Context: an optimization exercise on an open-source flow, tuned for small area, a short achievable clock period and few clock cycles per item. The choices shown serve that exercise and are no tape-out recipe.
In this exercise RTL edits were held to simulation tests only and were not proved equivalent to the original.

## main
// demosaic_rgb_stream
module demosaic_rgb_stream (
    input  wire        clk,
    input  wire        rst,         
    input  wire        in_valid,
    output wire        in_ready,
    input  wire [79:0] in_col,      
    input  wire        in_last,     
    input  wire [15:0] max_val,     
    input  wire [4:0]  shift,       
    input  wire        row_odd,     
    output wire        out_valid,
    input  wire        out_ready,
    output reg  [15:0] out_r,
    output reg  [15:0] out_g,
    output reg  [15:0] out_b,
    output reg         out_last
);
Size in the first run: roughly 380 flip-flops, ~160 I/O pins, ~0.028 sq mm of cells after synthesis.
==> flow/config.mk <==
export PLATFORM = sky130hd
export DESIGN_NAME = demosaic_rgb_stream
export DESIGN_NICKNAME = demosaic_rgb_stream
export VERILOG_FILES = /design/flow/design.v
export SDC_FILE = /design/flow/constraint.sdc
export NUM_CORES = 4
export LEC_CHECK = 0
export ABC_AREA = 1
export CAP_MARGIN = 20
export CORE_MARGIN = 2
export CORE_UTILIZATION = 65
export SLEW_MARGIN = 20
==> flow/constraint.sdc <==
create_clock -name core_clock -period 16.0 [get_ports {clk}]
set_input_delay 3.2000 -clock core_clock [delete_from_list [all_inputs] [get_ports {clk}]]
set_output_delay 3.2000 -clock core_clock [all_outputs]
set_load 0.01 [all_outputs]
standard.sh (not shown) runs the stock make flow with config.mk's settings and CLKGATE_MAP_FILE= SYNTH_SCRIPT=/design/flow/synth_recipe.tcl, a recipe that flattens the netlist after the stock synthesis.
==> flow/flow/run.sh <==
#!/bin/bash
set -euo pipefail
export BUFFER_PORTS_ARGS="-buffer_cell sky130_fd_sc_hd__buf_1"
SETUP_SLACK_MARGIN=11.5 bash standard.sh cts > standard_cts.log 2>&1
bash standard.sh finish > standard_finish.log 2>&1
Testbench counts of main, summed over its fixed seeds: cycles 31,202, pixels 30,610.
## Diff of input files: the feature branch against main
--- a/flow/design.v
+++ b/flow/design.v
@@ -33,67 +33,62 @@
     reg        row_start;    
     reg [1:0]  flush_cnt;    
     reg        a_valid;
     reg        a_green;
     reg        a_last;
     reg [19:0] a_x;          
     reg [19:0] a_y;          
     reg        a_w1;         
     reg        o_v, sk_v;
     reg [15:0] sk_r, sk_g, sk_b;
     reg        sk_last;
     reg        rdy;          
-    reg        rdy_n;        
     wire       adv = !sk_v;  
     assign out_valid = o_v;
     assign in_ready  = rdy;
     wire take  = in_valid && rdy;
-    wire take2 = in_valid && !rdy_n;        
     wire pop   = o_v && out_ready;
     wire push  = adv && a_valid;
     wire flush = flush_cnt != 2'd0;
     wire [15:0] f_s = in_col[32 +: 16];
     function [17:0] add8x2;
         input [15:0] a, b;
         begin
             add8x2 = {{1'b0, a[15:8]} + {1'b0, b[15:8]}, {1'b0, a[7:0]} + {1'b0, b[7:0]}};
         end
     endfunction
     function [16:0] join8x2;
         input [17:0] v;
         begin
             join8x2 = {v[17:9] + {8'd0, v[8]}, v[7:0]};
         end
     endfunction
     wire [17:0] f_p = add8x2(in_col[16 +: 16], in_col[48 +: 16]);
     wire [17:0] f_q = add8x2(in_col[ 0 +: 16], in_col[64 +: 16]);
     wire [16:0] w4_pf = join8x2(w4_p);
     wire [16:0] w4_qf = join8x2(w4_q);
-    wire shift_w  = take  || (adv && flush);   
-    wire shift_w2 = take2 || (adv && flush);   
+    wire shift_w = take || (adv && flush);    
     wire [15:0] n4_s = flush ? w3_s : f_s;
     wire [17:0] n4_p = flush ? {w3_p[16:8], 1'b0, w3_p[7:0]} : f_p;
     wire [15:0] n0_s = f3 ? w3_s : w1_s;
     wire [17:0] n_h2 = add8x2(n0_s, n4_s);
     always @(posedge clk) begin
-        if (shift_w2) begin
+        if (shift_w) begin
             if (f3) begin
                 w1_s <= w4_s; w1_p <= w4_pf;   
             end else begin
                 w1_s <= w2_s; w1_p <= w2_p;
             end
             w2_s <= w3_s; w2_p <= w3_p; w2_q <= w3_q;
             w3_s <= w4_s; w3_p <= w4_pf; w3_q <= w4_qf;
-        end
-        if (shift_w) begin
             w4_s <= n4_s; w4_p <= n4_p; w4_q <= f_q;
             h2   <= n_h2;
         end
         if (adv && take && row_start) begin
             cfg_max   <= max_val;
             cfg_shift <= shift;
             cfg_odd   <= row_odd;
         end
     end
     always @(posedge clk) begin
         if (rst) begin
             r3 <= 1'b0; r4 <= 1'b0; f3 <= 1'b0; f4 <= 1'b0;
@@ -872,23 +867,19 @@
         if (adv) begin
             win_valid_n = shift_w && r3;
             if (flush) begin
                 flush_cnt_n = flush_cnt - 2'd1;
             end else if (take) begin
                 row_start_n = in_last;
                 if (in_last)
                     flush_cnt_n = 2'd2;
             end
         end
     end
     always @(posedge clk) begin
-        if (rst) begin
-            rdy   <= 1'b1;
-            rdy_n <= 1'b0;
-        end else begin
-            rdy   <= !sk_v_n && (flush_cnt_n == 2'd0) &&
-                     !(row_start_n && win_valid_n);
-            rdy_n <= sk_v_n || (flush_cnt_n != 2'd0) ||
-                     (row_start_n && win_valid_n);
-        end
+        if (rst)
+            rdy <= 1'b1;
+        else
+            rdy <= !sk_v_n && (flush_cnt_n == 2'd0) &&
+                   !(row_start_n && win_valid_n);
     end
 endmodule
Notes after the runs:
- Register area of the feature branch is on par with main.
- main has a higher wire length on met2 than the feature branch.
- main has a higher area added between synthesis and finish than the feature branch.
- The feature branch has delay of the slowest cell on the worst path below what main had.
- The feature branch: inverter count of the layout excluding clock inverters higher than main
- From main to the feature branch the numbers moved as follows: post-synth net total picked up an extra 13, number of logic stages on the critical path including buffering picked up an extra 6, overall die area picked up an extra about 0.3%, design area neither gained nor lost much.
- The feature branch gives more post-placement worst setup slack than main did.
- The number of clock sinks of main and that of the feature branch are within noise of each other.
Testbench counts of the feature branch, summed over its fixed seeds: cycles 31,202, pixels 30,610.

## separate check: timing with driven ports
In the flow no input, the clock included, has a driving cell. The finished layouts below were timed again as built, in two steps.
Step 1: set_driving_cell puts a clkbuf_16 on clk and a buf_2 on each other input, an assumption about the parent block.
Step 2 moves the port delays by t, midway between the first and last clock arrival at a register: inputs arrive t later, outputs are due t later. That takes back most of the time a late clock gives input paths.
a / b / c = no drivers / after step 1 / after step 2; a / b = the first two.
run | t (ns) | setup WS [ns] | worst setup path at the end
main | 0.629 | 11.341 / 11.341 / 10.827 | input to register
the feature branch | 0.621 | 11.429 / 11.429 / 10.887 | input to register
After both steps setup and hold are still met in every run listed. The setup slack of the feature branch, which loses most, moves by 0.000 ns with the drivers and by -0.542 ns with both steps.
